Background: an optimization exercise with open tools, aiming at small area and a short achievable clock period. Do not read the settings as production practice. Where RTL was checked, it was by simulation tests only, not by an equivalence proof against the original. Power figures rest on the tool's default switching activity, not on a simulated workload.

==> inputs of run a <==
==> flow/design.v <==
module lpm_front (
    input  wire [127:0] color,
    input  wire [127:0] attr,
    input  wire [103:0] col,       
    input  wire [31:0]  pri01,     
    input  wire [47:0]  pri27,     
    input  wire [17:0]  ovr,       
    input  wire         pinv,
    output reg  [7:0]   vis,
    output reg  [63:0]  eff,
    output reg  [63:0]  key
);
    function le8;             
        input [7:0] a, b;
        integer n;
        reg [7:0] g, p;
        reg [3:0] g1, p1;
        reg [1:0] g2, p2;
        begin
            g = b & ~a;
            p = b | ~a;
            for (n = 0; n < 4; n = n + 1) begin
                g1[n] = g[2*n+1] | (p[2*n+1] & g[2*n]);
                p1[n] = p[2*n+1] & p[2*n];
            end
            for (n = 0; n < 2; n = n + 1) begin
                g2[n] = g1[2*n+1] | (p1[2*n+1] & g1[2*n]);
                p2[n] = p1[2*n+1] & p1[2*n];
            end
            le8 = g2[1] | (p2[1] & (g2[0] | p2[0]));
        end
    endfunction
    reg [15:0] c, a;
    reg [2:0]  bpp;
    reg [7:0]  cmpv;
    reg [15:0] pr;
    reg [8:0]  ov;
    integer L;
    always @* begin
        for (L = 0; L < 8; L = L + 1) begin
            c   = color[16*L +: 16];
            a   = attr[16*L +: 16];
            bpp = col[13*L+8 +: 3];
            vis[L] = col[13*L+12] &
                     (a[12] | (c[3:0] != 4'd0) |
                      (c[4] & (bpp != 3'd0)) | (c[5] & (bpp >= 3'd2)) |
                      (c[6] & (bpp >= 3'd3)) | (c[7] & (bpp >= 3'd4)));
            if (L < 2) begin
                pr = pri01[16*L +: 16];
                ov = ovr[9*L +: 9];
                case (bpp)
                    3'd0: cmpv = c[11:4];
                    3'd1: cmpv = c[12:5];
                    3'd2: cmpv = c[13:6];
                    3'd3: cmpv = c[14:7];
                    default: cmpv = c[15:8];
                endcase
                eff[8*L +: 8] = (ov[8] & ~le8(cmpv, ov[7:0])) ? pr[15:8] : pr[7:0];
            end else begin
                eff[8*L +: 8] = pri27[8*(L-2) +: 8];
            end
            key[8*L +: 8] = eff[8*L +: 8] ^ {8{pinv}};
        end
    end
endmodule
module lpm_rank4 (
    input  wire [31:0] key,
    input  wire [3:0]  vis,
    output reg  [3:0]  f,         
    output reg  [3:0]  s,         
    output wire        fv,
    output wire        sv,
    output reg  [7:0]  fk,
    output reg  [7:0]  sk
);
    function le8;             
        input [7:0] a, b;
        integer n;
        reg [7:0] g, p;
        reg [3:0] g1, p1;
        reg [1:0] g2, p2;
        begin
            g = b & ~a;
            p = b | ~a;
            for (n = 0; n < 4; n = n + 1) begin
                g1[n] = g[2*n+1] | (p[2*n+1] & g[2*n]);
                p1[n] = p[2*n+1] & p[2*n];
            end
            for (n = 0; n < 2; n = n + 1) begin
                g2[n] = g1[2*n+1] | (p1[2*n+1] & g1[2*n]);
                p2[n] = p1[2*n+1] & p1[2*n];
            end
            le8 = g2[1] | (p2[1] & (g2[0] | p2[0]));
        end
    endfunction
    reg [3:0] ah [0:3];       
    reg [3:0] bt;             
    integer i, j;
    always @* begin
        for (i = 0; i < 4; i = i + 1)
            for (j = 0; j < 4; j = j + 1)
                ah[i][j] = (i < j) ? le8(key[8*i +: 8], key[8*j +: 8]) : 1'b0;
        fk = 8'd0; sk = 8'd0;
        for (i = 0; i < 4; i = i + 1) begin
            for (j = 0; j < 4; j = j + 1) begin
                if (j < i)
                    bt[j] = vis[j] & ah[j][i];
                else if (j > i)
                    bt[j] = vis[j] & ~ah[i][j];
                else
                    bt[j] = 1'b0;
            end
            f[i] = vis[i] & (bt == 4'd0);
            s[i] = vis[i] & (bt != 4'd0) & ((bt & (bt - 4'd1)) == 4'd0);
            fk = fk | ({8{f[i]}} & key[8*i +: 8]);
            sk = sk | ({8{s[i]}} & key[8*i +: 8]);
        end
    end
    assign fv = |vis;
    assign sv = (vis[0] & vis[1]) | (vis[0] & vis[2]) | (vis[0] & vis[3]) |
                (vis[1] & vis[2]) | (vis[1] & vis[3]) | (vis[2] & vis[3]);
endmodule
module lpm_rank (
    input  wire [63:0] key,
    input  wire [7:0]  vis,
    output wire [7:0]  fsel,
    output wire [7:0]  bsel,
    output wire [7:0]  fk,
    output wire [7:0]  sk
);
    function le8;             
        input [7:0] a, b;
        integer n;
        reg [7:0] g, p;
        reg [3:0] g1, p1;
        reg [1:0] g2, p2;
        begin
            g = b & ~a;
            p = b | ~a;
            for (n = 0; n < 4; n = n + 1) begin
                g1[n] = g[2*n+1] | (p[2*n+1] & g[2*n]);
                p1[n] = p[2*n+1] & p[2*n];
            end
            for (n = 0; n < 2; n = n + 1) begin
                g2[n] = g1[2*n+1] | (p1[2*n+1] & g1[2*n]);
                p2[n] = p1[2*n+1] & p1[2*n];
            end
            le8 = g2[1] | (p2[1] & (g2[0] | p2[0]));
        end
    endfunction
    wire [3:0] fa, sa, fb, sb;
    wire       fva, sva, fvb, svb;
    wire [7:0] fka, ska, fkb, skb;
    lpm_rank4 u_a (.key(key[31:0]), .vis(vis[3:0]), .f(fa), .s(sa), .fv(fva), .sv(sva),
                   .fk(fka), .sk(ska));
    lpm_rank4 u_b (.key(key[63:32]), .vis(vis[7:4]), .f(fb), .s(sb), .fv(fvb), .sv(svb),
                   .fk(fkb), .sk(skb));
    wire x = fva & (~fvb | le8(fka, fkb));
    wire y = sva & (~fvb | le8(ska, fkb));
    wire z = fva & (~svb | le8(fka, skb));
    assign fsel = x ? {4'd0, fa} : {fb, 4'd0};
    assign bsel = x ? (y ? {4'd0, sa} : {fb, 4'd0}) : (z ? {4'd0, fa} : {sb, 4'd0});
    assign fk   = x ? fka : fkb;
    assign sk   = x ? (y ? ska : fkb) : (z ? fka : skb);
endmodule
module lpm_slot (
    input  wire [7:0]   sel,
    input  wire [127:0] color,
    input  wire [127:0] attr,
    input  wire [15:0]  bgc,
    input  wire [15:0]  bga,
    input  wire [79:0]  mask,      
    input  wire [103:0] col,       
    input  wire [7:0]   e,         
    input  wire [29:0]  shd,       
    output wire [15:0]  o_color,
    output wire [15:0]  o_attr
);
    function le8;             
        input [7:0] a, b;
        integer n;
        reg [7:0] g, p;
        reg [3:0] g1, p1;
        reg [1:0] g2, p2;
        begin
            g = b & ~a;
            p = b | ~a;
            for (n = 0; n < 4; n = n + 1) begin
                g1[n] = g[2*n+1] | (p[2*n+1] & g[2*n]);
                p1[n] = p[2*n+1] & p[2*n];
            end
            for (n = 0; n < 2; n = n + 1) begin
                g2[n] = g1[2*n+1] | (p1[2*n+1] & g1[2*n]);
                p2[n] = p1[2*n+1] & p1[2*n];
            end
            le8 = g2[1] | (p2[1] & (g2[0] | p2[0]));
        end
    endfunction
    reg [15:0] c, a;
    reg [7:0]  bank;
    reg        shen;
    integer M;
    always @* begin
        c = {16{~|sel}} & bgc;
        a = {16{~|sel}} & bga;
        bank = 8'd0; shen = 1'b0;
        for (M = 0; M < 8; M = M + 1) begin
            c    = c    | ({16{sel[M]}} & color[16*M +: 16]);
            a    = a    | ({16{sel[M]}} & {attr[16*M+10 +: 6], attr[16*M +: 10] & mask[10*M +: 10]});
            bank = bank | ({8{sel[M]}} & col[13*M +: 8]);
            shen = shen | (sel[M] & col[13*M+11]);
        end
    end
    wire [9:0] s  = (a[14:13] == 2'd0) ? shd[9:0] :
                    (a[14:13] == 2'd1) ? shd[19:10] : shd[29:20];
    wire       ge = le8(s[7:0], e);
    wire       le = le8(e, s[7:0]);
    wire       sb = (s[9:8] == 2'd1) ? ge :
                    (s[9:8] == 2'd2) ? (ge & le) :
                    (s[9:8] == 2'd3) ? le : 1'b0;
    wire       sh = shen & a[15] & (a[14:13] != 2'd3) & sb;
    assign o_color = {c[15:8] + bank, c[7:0]};
    assign o_attr  = {a[15:13], a[12] ^ sh, a[11:0]};
endmodule
module zsc_lpm (
    input  wire         clk,
    input  wire         rst,         
    input  wire         reg_we,
    input  wire [10:0]  reg_addr,
    input  wire [15:0]  reg_wdata,
    input  wire         in_valid,
    input  wire [127:0] in_color,
    input  wire [127:0] in_attr,
    input  wire [15:0]  bg_color,
    input  wire [15:0]  bg_attr,
    output reg          out_valid,
    output reg  [15:0]  fr_color,
    output reg  [15:0]  fr_attr,
    output reg  [15:0]  bk_color,
    output reg  [15:0]  bk_attr
);
    reg         mix_pinv;
    reg [29:0]  shd_ctrl;            
    reg [31:0]  pri01;               
    reg [47:0]  pri27;               
    reg [17:0]  lyr_ovr;             
    reg [103:0] lyr_col;             
    reg [79:0]  lyr_mask;            
    wire [15:0] wd = reg_wdata & {16{~rst}};
    integer i;
    always @(posedge clk) begin
        if (rst | (reg_we & (reg_addr == 11'h20)))
            mix_pinv <= wd[0];
        for (i = 0; i < 3; i = i + 1)
            if (rst | (reg_we & (reg_addr == 11'h21 + i)))
                shd_ctrl[10*i +: 10] <= wd[9:0];
        for (i = 0; i < 8; i = i + 1) begin
            if (rst | (reg_we & (reg_addr == 11'h28 + 4 * i))) begin
                if (i < 2)
                    pri01[16*i +: 16] <= wd;
                else
                    pri27[8*(i-2) +: 8] <= wd[7:0];
            end
            if (rst | (reg_we & (reg_addr == 11'h2A + 4 * i)))
                lyr_col[13*i +: 13] <= wd[12:0];
            if (rst | (reg_we & (reg_addr == 11'h2B + 4 * i)))
                lyr_mask[10*i +: 10] <= wd[9:0];
        end
        for (i = 0; i < 2; i = i + 1)
            if (rst | (reg_we & (reg_addr == 11'h29 + 4 * i)))
                lyr_ovr[9*i +: 9] <= wd[8:0];
    end
    reg         p_valid;
    reg [127:0] p_color, p_attr;
    reg [15:0]  p_bgc, p_bga;
    always @(posedge clk) begin
        p_valid <= in_valid & ~rst;
        p_color <= in_color;
        p_attr  <= in_attr;
        p_bgc   <= bg_color;
        p_bga   <= bg_attr;
    end
    wire [7:0]  vis, fsel, bsel;
    wire [63:0] eff, key;
    wire [7:0]  fk, sk;
    wire [15:0] f_color, f_attr, b_color, b_attr;
    lpm_front u_front (
        .color(p_color), .attr(p_attr), .col(lyr_col), .pri01(pri01), .pri27(pri27),
        .ovr(lyr_ovr), .pinv(mix_pinv), .vis(vis), .eff(eff), .key(key)
    );
    lpm_rank u_rank (.key(key), .vis(vis), .fsel(fsel), .bsel(bsel), .fk(fk), .sk(sk));
    lpm_slot u_fr (
        .sel(fsel), .color(p_color), .attr(p_attr), .bgc(p_bgc), .bga(p_bga),
        .mask(lyr_mask), .col(lyr_col), .e(fk ^ {8{mix_pinv}}), .shd(shd_ctrl),
        .o_color(f_color), .o_attr(f_attr)
    );
    lpm_slot u_bk (
        .sel(bsel), .color(p_color), .attr(p_attr), .bgc(p_bgc), .bga(p_bga),
        .mask(lyr_mask), .col(lyr_col), .e(sk ^ {8{mix_pinv}}), .shd(shd_ctrl),
        .o_color(b_color), .o_attr(b_attr)
    );
    always @(posedge clk) begin
        out_valid <= p_valid & ~rst;
        fr_color  <= f_color;
        fr_attr   <= f_attr;
        bk_color  <= b_color;
        bk_attr   <= b_attr;
    end
endmodule
==> flow/flow/run.sh <==
#!/bin/bash
set -euo pipefail
bash standard.sh finish \
  SETUP_SLACK_MARGIN=24.4 \
  MATCH_CELL_FOOTPRINT=0 \
  "BUFFER_PORTS_ARGS=-buffer_cell sky130_fd_sc_hd__buf_1" \
  > flow_make.log 2>&1
==> flow/standard.sh <==
#!/bin/bash
# synth_recipe.tcl (not shown) runs the flow's synth.tcl, then flattens the netlist and writes it again
# the make line also repeats each setting of config.mk as NAME=value (left out here)
make -C /OpenROAD-flow-scripts/flow DESIGN_CONFIG=/design/flow/config.mk WORK_HOME=/design/flow/orfs CLKGATE_MAP_FILE= SYNTH_SCRIPT=/design/flow/synth_recipe.tcl "${@:-finish}"
==> flow/config.mk <==
export PLATFORM = sky130hd
export DESIGN_NAME = zsc_lpm
export DESIGN_NICKNAME = zsc_lpm
export VERILOG_FILES = /design/flow/design.v
export SDC_FILE = /design/flow/constraint.sdc
export NUM_CORES = 4
export LEC_CHECK = 0
export ABC_AREA = 1
export CAP_MARGIN = 20
export CORE_MARGIN = 2
export CORE_UTILIZATION = 40
export CTS_CLUSTER_DIAMETER = 150
export CTS_CLUSTER_SIZE = 28
export PLACE_DENSITY = 0.6
export SLEW_MARGIN = 20
==> flow/constraint.sdc <==
create_clock -name core_clock -period 32.0 [get_ports {clk}]
set_input_delay 6.4000 -clock core_clock [delete_from_list [all_inputs] [get_ports {clk}]]
set_output_delay 6.4000 -clock core_clock [all_outputs]
set_load 0.01 [all_outputs]
==> inputs of run b, as changes to run a <==
--- a/flow/design.v
+++ b/flow/design.v
@@ -196,18 +196,28 @@
             le8 = g2[1] | (p2[1] & (g2[0] | p2[0]));
         end
     endfunction
+    function [7:0] add8;      
+        input [7:0] x, y;
+        integer n;
+        reg cy;
+        begin
+            cy = 1'b0;
+            for (n = 0; n < 8; n = n + 1) begin
+                add8[n] = x[n] ^ y[n] ^ cy;
+                cy = (x[n] & y[n]) | (cy & (x[n] | y[n]));
+            end
+        end
+    endfunction
     reg [15:0] c, a;
-    reg [7:0]  bank;
     reg        shen;
     integer M;
     always @* begin
         c = {16{~|sel}} & bgc;
         a = {16{~|sel}} & bga;
-        bank = 8'd0; shen = 1'b0;
+        shen = 1'b0;
         for (M = 0; M < 8; M = M + 1) begin
-            c    = c    | ({16{sel[M]}} & color[16*M +: 16]);
+            c    = c    | ({16{sel[M]}} & {add8(color[16*M+8 +: 8], col[13*M +: 8]), color[16*M +: 8]});
             a    = a    | ({16{sel[M]}} & {attr[16*M+10 +: 6], attr[16*M +: 10] & mask[10*M +: 10]});
-            bank = bank | ({8{sel[M]}} & col[13*M +: 8]);
             shen = shen | (sel[M] & col[13*M+11]);
         end
     end
@@ -219,7 +229,7 @@
                     (s[9:8] == 2'd2) ? (ge & le) :
                     (s[9:8] == 2'd3) ? le : 1'b0;
     wire       sh = shen & a[15] & (a[14:13] != 2'd3) & sb;
-    assign o_color = {c[15:8] + bank, c[7:0]};
+    assign o_color = c;
     assign o_attr  = {a[15:13], a[12] ^ sh, a[11:0]};
 endmodule
 module zsc_lpm (
--- a/flow/config.mk
+++ b/flow/config.mk
@@ -8,8 +8,8 @@
 export ABC_AREA = 1
 export CAP_MARGIN = 20
 export CORE_MARGIN = 2
-export CORE_UTILIZATION = 40
+export CORE_UTILIZATION = 55
 export CTS_CLUSTER_DIAMETER = 150
-export CTS_CLUSTER_SIZE = 28
-export PLACE_DENSITY = 0.6
+export CTS_CLUSTER_SIZE = 26
+export PLACE_DENSITY = 0.65
 export SLEW_MARGIN = 20
==> qor summary <==
| item | run b | run a |
|---|---|---|
| Synthesized-area fraction occupied by adder cells | 0.0354 | 0.00784 |
| Global-route wire length before repair | 165 mm | 176 mm |
| Highest attainable clock frequency | 132 MHz | 132 MHz |
| WL met2 | 51.3 mm | 58.0 mm |
| Clock Power Share | 0.138 | 0.118 |
| Final layout net count | 4053 | 4207 |
| Compound-cell area share of the yosys netlist | 0.104 | 0.116 |
| Proportion of synthesized chip area in sequential cells | 0.545 | 0.549 |
| Total stage count of the critical path | 6 | 1 |
| Share of total power in sequential cells | 0.333 | 0.280 |
| Status | timing/DRC/antenna clean | timing/DRC/antenna clean |
| Overall routing resource usage | 0.396 | 0.308 |
| Layout clock area frac | 0.0239 | 0.0227 |
| Reg area | 16500 sq um | 16500 sq um |
Function not checked in run a: the RTL went through the layout flow alone.

==> separate check: timing with driven ports <==
How much do the figures lean on ideal ports? The routed layouts below were timed once more, with nothing changed but the port constraints. Step 1, drivers: a clkbuf_16 drives clk and a buf_2 each remaining input, both assumed. Step 2 adds t to the input delays and takes it off the output delays; t is the mean of the earliest and latest rising clock arrival at the registers after step 1. Input paths then give back, and output paths get back, about the clock's delay inside the block. Three values: ideal, step 1, step 2; two values: the first two.
| run | t, ns | setup slack, ns | worst slew at a driven data input, ns |
|---|---|---|---|
| run a | 0.700 | 24.437 / 24.371 / 23.765 | 0.15 |
| run b | 0.683 | 24.439 / 24.383 / 23.800 | 0.11 |
After both steps setup and hold are still met in every run listed. The setup slack of run a, which loses most, moves by -0.066 ns with the drivers and by -0.672 ns with both steps.
